Context: an optimization exercise on an open-source flow, tuned for small area. The choices shown serve that exercise and are no tape-out recipe. In this exercise RTL edits were held to simulation tests only and were not proved equivalent to the original. The clock port is modelled as an ideal driver, which makes a skipped or thinned clock tree look cheaper than it is; a real chip needs a root buffer or a tree. Power figures rest on the tool's default switching activity, not on a simulated workload.

## old
==> flow/design.v <==
module flashcart (
    input  wire        clk,
    input  wire        rst,           
    input  wire        req_valid,
    output wire        req_ready,
    input  wire        req_ev,        
    input  wire [2:0]  req_code,      
    input  wire [1:0]  req_win,       
    input  wire        req_we,        
    input  wire [12:0] req_off,
    input  wire [7:0]  req_data,
    input  wire        cfg_fj,        
    input  wire        cfg_bj,
    input  wire        cfg_cp,
    output wire        rsp_valid,
    output wire [7:0]  rsp_data,
    output wire        rsp_ok,        
    output wire        rsp_fwd,       
    output wire        rsp_map,       
    output wire [1:0]  rsp_ge,
    output wire [3:0]  rsp_bank,
    output wire [3:0]  rsp_flags,     
    output wire        rsp_bsel,      
    output wire        rsp_cpchg,     
    output wire        fl_en,
    output wire        fl_we,
    output wire [16:0] fl_addr,
    output wire [7:0]  fl_wdata,
    input  wire [7:0]  fl_rdata,
    output wire        ram_en,
    output wire        ram_we,
    output wire [14:0] ram_addr,
    output wire [7:0]  ram_wdata,
    input  wire [7:0]  ram_rdata
);
    localparam [3:0] F_READ = 4'd0, F_UNLOCK1 = 4'd1, F_UNLOCK2 = 4'd2,
                     F_AUTOSELECT = 4'd3, F_PROGRAM = 4'd4,
                     F_PROGRAM_ERROR = 4'd5, F_ERASE_SETUP = 4'd6,
                     F_ERASE_UNLOCK1 = 4'd7, F_ERASE_UNLOCK2 = 4'd8;
    reg        fj, bj, cp_dev;
    reg        att;
    reg        active;
    reg [3:0]  bank;
    reg        allow_bank, no_freeze, reu_mapping;
    reg        wol, cpe, export_ram;
    reg [3:0]  fstate;
    reg        fpd7;           
    reg        ftoggle;        
    reg        ph;             
    reg        er;             
    reg        chip;           
    reg [2:0]  ehi;            
    reg [13:0] elo;            
    wire [7:0]  o8  = req_off[7:0];
    wire [7:0]  d   = req_data;
    wire        io1 = (req_win == 2'd0);
    wire        io2 = (req_win == 2'd1);
    wire [12:0] bank_off = req_win[1] ? req_off : {4'b1111, req_win[0], o8};
    wire [16:0] fl_a     = {bank[3] ^ ~bj, bank[2:0], bank_off};
    wire is_reg   = io1 && (o8[7:1] == 7'd0);
    wire engaged  = io1 && att && cpe && cp_dev && (o8[7:4] == 4'd0);
    wire serviced = att && active && (io1 ? reu_mapping : (io2 && !reu_mapping));
    wire is_rom   = req_win[1] && att;
    wire mem_access  = !is_reg && !engaged && (serviced || is_rom);
    wire mem_read    = mem_access && !req_we;
    wire mem_write   = mem_access && req_we && (req_win != 2'd3);
    wire ram_write   = mem_write && export_ram;
    wire flash_store = mem_write && !export_ram && fj;
    wire [14:0] am  = fl_a[14:0];
    wire        u1  = (am == 15'h5555);
    wire        u2  = (am == 15'h2AAA);
    wire        dAA = (d == 8'hAA);
    wire        d55 = (d == 8'h55);
    wire        dF0 = (d == 8'hF0);
    reg  [3:0]  f_next;
    reg         f_erase;
    always @(*) begin
        f_next  = F_READ;
        f_erase = 1'b0;
        case (fstate)
            F_READ:
                if (u1 && dAA)                 f_next = F_UNLOCK1;
            F_UNLOCK1:
                if (u2 && d55)                 f_next = F_UNLOCK2;
            F_UNLOCK2:
                if (u1 && d == 8'h90)          f_next = F_AUTOSELECT;
                else if (u1 && d == 8'hA0)     f_next = F_PROGRAM;
                else if (u1 && d == 8'h80)     f_next = F_ERASE_SETUP;
            F_AUTOSELECT:
                if (u1 && dAA)                 f_next = F_UNLOCK1;
                else if (!dF0)                 f_next = F_AUTOSELECT;
            F_PROGRAM_ERROR:
                if (!dF0)                      f_next = F_PROGRAM_ERROR;
            F_ERASE_SETUP:
                if (u1 && dAA)                 f_next = F_ERASE_UNLOCK1;
            F_ERASE_UNLOCK1:
                if (u2 && d55)                 f_next = F_ERASE_UNLOCK2;
            F_ERASE_UNLOCK2:
                f_erase = (u1 && d == 8'h10) || (d == 8'h30);
            default: ;
        endcase
    end
    wire f_prog    = (fstate == F_PROGRAM);
    wire rd_ident  = (fstate == F_AUTOSELECT) && (o8 <= 8'h02);
    wire rd_status = (fstate == F_PROGRAM_ERROR);
    wire mem_rd2   = mem_read && (export_ram || !(rd_ident || rd_status));
    wire prog      = flash_store && f_prog;
    wire two       = !req_ev && (mem_rd2 || prog);
    assign req_ready = !er && (ph || !two);
    wire   acc       = req_valid && req_ready;
    wire   elo_z     = (elo[12:0] == 13'd0);
    wire   elo_fb    = elo[13] ^ elo[4] ^ elo[2] ^ elo[0] ^ elo_z;
    wire   elo_end   = elo_z && elo[13];
    wire   er_last   = elo_end && (!chip || ehi == 3'h7);
    wire   er_start  = !req_ev && flash_store && f_erase;
    assign rsp_valid = (acc && !er_start) || (er && er_last);
    wire [7:0] pgm_new = fl_rdata & d;
    wire       pgm_ok  = (pgm_new == d);
    wire fl_rd_req = !req_ev && mem_read && !export_ram && !rd_ident && !rd_status;
    assign fl_en    = er || (req_valid && !req_ev && (fl_rd_req || prog));
    assign fl_we    = er || (ph && prog);
    assign fl_addr  = {fl_a[16:14] ^ ehi, elo | (fl_a[13:0] & {14{!er}})};
    assign fl_wdata = er ? 8'hFF : pgm_new;
    assign ram_en    = !er && req_valid && !req_ev &&
                       ((mem_read && export_ram) || ram_write);
    assign ram_we    = ram_write;
    assign ram_addr  = {(req_win[1] || allow_bank) ? bank[1:0] : 2'b00, bank_off};
    assign ram_wdata = d;
    wire       reg_ok = att && active;
    wire [7:0] status = {bank[2], reu_mapping, bank[3], bank[1:0], 1'b0,
                         allow_bank, fj};
    wire [7:0] fstat  = {~fpd7, ftoggle, 1'b1, 5'd0};
    wire t_ram  = ph && export_ram;
    wire t_fl   = ph && !export_ram;
    wire t_fa   = req_ev && (!att || !no_freeze);
    wire t_reg  = !req_ev && is_reg && reg_ok;
    wire fl_spc = !req_ev && mem_read && !export_ram;
    wire t_st   = fl_spc && rd_status;
    wire t_id   = fl_spc && (fstate == F_AUTOSELECT);
    assign rsp_data = ({8{t_ram}} & ram_rdata) | ({8{t_fl}} & fl_rdata) |
                      ({8{t_reg}} & status) | ({8{t_st}} & fstat) |
                      {2'b00, t_id && o8 == 8'h01, 4'b0000,
                       (t_id && o8 == 8'h00) || t_fa};
    assign rsp_ok   = !req_win[1] && (is_reg ? reg_ok : mem_read);
    wire reg_wr   = !req_ev && is_reg && reg_ok && req_we;
    wire ev_attach = (req_code == 3'd0) && !att;
    wire ev_reset  = (req_code == 3'd1) && att;
    wire ev_freeze = ((req_code == 3'd2) || (req_code == 3'd3 && !no_freeze)) &&
                     att && !fj;
    assign rsp_fwd   = !er && !req_ev && !is_reg && engaged;
    assign rsp_map   = !er && (req_ev ? (ev_attach || ev_reset || ev_freeze)
                                      : (reg_wr && !o8[0]));
    assign rsp_bsel  = !er && reg_wr && o8[0] && fj;
    assign rsp_cpchg = !er && reg_wr && o8[0] && !fj && !wol && (cpe != d[0]);
    assign rsp_ge    = req_ev ? {req_code[1] || (req_code[0] ? fj : cfg_fj), req_code[1]}
                              : {d[1] && !(fj && d[0]), d[0] && !fj};
    assign rsp_bank  = req_ev ? ((req_code[1:0] == 2'b01) ? bank : 4'd0)
                              : {o8[0] && bj && !d[5], d[7], d[4], d[3]};
    assign rsp_flags = req_ev ? {req_code[1], 1'b0, 1'b1, 1'b0}
                              : {d[5], d[6], 1'b0, 1'b1};
    wire a_ev  = acc && req_ev;
    wire a_att = a_ev && ev_attach;
    wire a_rst = a_ev && ev_reset;
    wire a_frz = a_ev && (req_code[2:1] == 2'b01) && ev_freeze;
    wire a_det = a_ev && (req_code == 3'd5);
    wire a_wr  = acc && reg_wr;
    wire a_r0  = a_wr && !o8[0];
    wire a_r1f = a_wr && o8[0] && fj;
    wire a_r1n = a_wr && o8[0] && !fj && !wol;
    wire a_r1  = a_r1f || a_r1n;
    wire a_tog = acc && !req_ev && mem_read && !export_ram && rd_status;
    wire a_fs  = acc && !req_ev && flash_store;
    wire a_pe  = a_fs && f_prog && !pgm_ok;
    wire a_bk  = a_r0 || a_r1;
    always @(posedge clk) begin
        ph  <= req_valid && !er && two && !ph;
        elo <= er ? {elo[12:0], elo_fb} : 14'd0;
        if (rst)
            ehi <= 3'd0;
        else if (er && chip && elo_end)
            ehi <= ehi + 3'd1;
        if (!er) chip <= !d[5];
        er  <= !rst && (er ? !er_last : (a_fs && f_erase));
        att <= !rst && (a_att || (att && !a_det));
        if (a_att) begin
            fj     <= cfg_fj;
            bj     <= cfg_bj;
            cp_dev <= cfg_cp;
        end
        active      <= a_att || a_rst || a_frz ||
                       (active && !(a_r0 && d[2]));
        wol         <= a_r1n || (wol && !(a_att || a_rst));
        cpe         <= (a_r1n && d[0]) || (cpe && !(a_att || a_r1n));
        no_freeze   <= (a_r1 && d[2]) || (no_freeze && !(a_att || a_r1));
        allow_bank  <= (a_r1 && d[1]) || (allow_bank && !(a_att || a_r1));
        reu_mapping <= (a_r1n && d[6]) || (reu_mapping && !(a_att || a_r1));
        export_ram  <= a_frz || (a_r0 && d[5]) ||
                       (export_ram && !(a_att || a_rst || a_r0));
        bank[2:0]   <= ({3{a_bk}} & {d[7], d[4], d[3]}) |
                       ({3{!(a_att || a_bk)}} & bank[2:0]);
        bank[3]     <= (a_r1f && bj && !d[5]) || (bank[3] && !(a_att || a_bk));
        ftoggle     <= !a_pe && (ftoggle ^ a_tog);
        if (a_pe) fpd7 <= d[7];
        if (a_att || a_rst)
            fstate <= F_READ;
        else if (a_fs)
            fstate <= f_prog ? (pgm_ok ? F_READ : F_PROGRAM_ERROR) : f_next;
    end
endmodule
Settings: LEC_CHECK=0, CAP_MARGIN=0, CORE_MARGIN=2, CORE_UTILIZATION=45, SLEW_MARGIN=0; clock period 5.0 ns.
standard.sh (not shown) runs the stock make flow with config.mk's settings and CLKGATE_MAP_FILE= SYNTH_SCRIPT=/design/flow/synth_recipe.tcl, a recipe that flattens the netlist after the stock synthesis.
==> flow/flow/run.sh <==
#!/bin/bash
# ORFS layout as standard.sh runs it, with three changes:
#  - synthesis maps the logic with an area-oriented ABC script (flow/synth.tcl);
#  - the buffers ABC inserts are removed at floorplan;
#  - the port buffers are the smallest buffer, buf_1.
set -euo pipefail
export FLOW_ABC_SCRIPT=$PWD/flow/abc_area.script
bash standard.sh SYNTH_SCRIPT=$PWD/flow/synth.tcl synth > synth.log 2>&1
bash standard.sh \
  BUFFER_PORTS_ARGS="-buffer_cell sky130_fd_sc_hd__buf_1" \
  REMOVE_ABC_BUFFERS=1 \
  CTS_ARGS="-sink_clustering_enable -repair_clock_nets -sink_clustering_size 50 -sink_clustering_max_diameter 500 -buf_list sky130_fd_sc_hd__clkbuf_8 -root_buf sky130_fd_sc_hd__clkbuf_8 -dont_use_dummy_load" \
  finish > layout.log 2>&1
==> flow/flow/abc_area.script <==
strash
&get -n
&st
&dch -f
&nf -R 1000 -F 8 -A 4 -C 32
&st
&syn2
&dch -f
&nf -R 1000 -F 8 -A 4 -C 32
&st
&syn3
&dch -f
&nf -R 1000 -F 8 -A 4 -C 32
&put
topo
==> flow/flow/synth.tcl <==
# synth_recipe.tcl (the standard synthesis) with one change: ABC maps the
# logic with flow/abc_area.script instead of ORFS's speed script.
proc synth {args} { yosys synth -nofsm -noshare {*}$args }
proc abc {args} {
  set i [lsearch $args -script]
  if {$i >= 0} { lset args [expr {$i+1}] $::env(FLOW_ABC_SCRIPT) }
  yosys abc {*}$args
}
source $::env(SCRIPTS_DIR)/synth.tcl
# left out here: clear keep_hierarchy, flatten, clean up, hide names made inside functions, write 1_2_yosys.v
old | stages: all done | timing, DRC, antenna: all pass
> inputs changed (old -> new)
==> flow/flow/run.sh <==
#!/bin/bash
# ORFS layout as standard.sh runs it, with three changes:
#  - synthesis maps the logic with an area-oriented ABC script (flow/synth.tcl);
#  - the buffers ABC inserts are removed at floorplan;
#  - the port buffers are the smallest buffer, buf_1;
#  - the clock tree is a one level of clock buffers (flow/cts_hook.tcl).
set -euo pipefail
export FLOW_ABC_SCRIPT=$PWD/flow/abc_area.script
bash standard.sh SYNTH_SCRIPT=$PWD/flow/synth.tcl synth > synth.log 2>&1
bash standard.sh \
  BUFFER_PORTS_ARGS="-buffer_cell sky130_fd_sc_hd__buf_1" \
  REMOVE_ABC_BUFFERS=1 \
  CLK_K=3 CLK_CELL=sky130_fd_sc_hd__clkbuf_8 PRE_CTS_TCL=$PWD/flow/cts_hook.tcl \
  finish > layout.log 2>&1
==> flow/flow/cts_hook.tcl (new file) <==
# PRE_CTS hook: a one-level clock tree. The design has a few dozen
# flip-flops, so TritonCTS's H-tree (a root buffer and four leaf buffers)
# is replaced by CLK_K leaf buffers (CLK_CELL) driven by the clock port,
# each driving the flip-flops of one vertical strip of the core and placed
# at their centre. The rest of ORFS's CTS step (legalisation, timing
# repair) runs unchanged.
proc clock_tree_synthesis {args} {
  set k $::env(CLK_K)
  set block [ord::get_db_block]
  set master [[ord::get_db] findMaster $::env(CLK_CELL)]
  set clk [[$block findBTerm clk] getNet]
  set sinks {}
  foreach it [$clk getITerms] {
    set loc [[$it getInst] getLocation]
    lappend sinks [list [lindex $loc 0] [lindex $loc 1] $it]
  }
  set sinks [lsort -integer -index 0 $sinks]
  set n [llength $sinks]
  for {set g 0} {$g < $k} {incr g} {
    set lo [expr {($g * $n) / $k}]
    set hi [expr {(($g + 1) * $n) / $k - 1}]
    set net [odb::dbNet_create $block clknet_leaf_$g]
    $net setSigType CLOCK
    set inst [odb::dbInst_create $block $master clkbuf_leaf_$g]
    set sx 0; set sy 0
    foreach s [lrange $sinks $lo $hi] {
      set sx [expr {$sx + [lindex $s 0]}]
      set sy [expr {$sy + [lindex $s 1]}]
      set it [lindex $s 2]
      $it disconnect
      $it connect $net
    }
    set m [expr {$hi - $lo + 1}]
    [$inst findITerm A] connect $clk
    [$inst findITerm X] connect $net
    $inst setLocation [expr {$sx / $m}] [expr {$sy / $m}]
    $inst setPlacementStatus PLACED
    puts "clock tree: clkbuf_leaf_$g drives $m clock sinks"
  }
}
### Flow results
Between new and old, overall global routing resource usage is lower for new, old comes in above that.
Relative to old, global-route wire length before repair decreased by about 0.47% in new.
Measured against each other, new and old differ in clock group share of total power, the higher figure coming from old.
Relative contribution of combinational cells to total power (higher): new
old was larger in final cell area than new.
In new the design's own scripts or RTL, not TritonCTS, make the clock network.

==> afterwards: timing with drivers on the ports <==
In the flow no input, the clock included, has a driving cell. The finished layouts below were timed again as built, in two steps. Step 1 sets driving cells, clkbuf_16 on the clock port and buf_2 on the other inputs (assumed; they add their load-dependent delay and slew). Step 2 times the ports against the registers' clock, not the clock port: input delays grow and output delays shrink by t, the midpoint of the rising clock arrivals with the driver on. a / b / c = ideal / step 1 / step 2; a / b = the first two.
run | shift t [ns] | slack for setup (ns) | worst register clock-pin slew, ns | cell pins on the clock port's net
old | 0.311 | 0.527 / 0.508 / 0.508 | 0.08 / 0.08 | 1
new | 0.193 | 0.515 / 0.495 / 0.495 | 0.09 / 0.09 | 3
After both steps setup and hold are still met in every run listed. The setup slack of new, which loses most, moves by -0.020 ns with the drivers and by -0.020 ns with both steps.
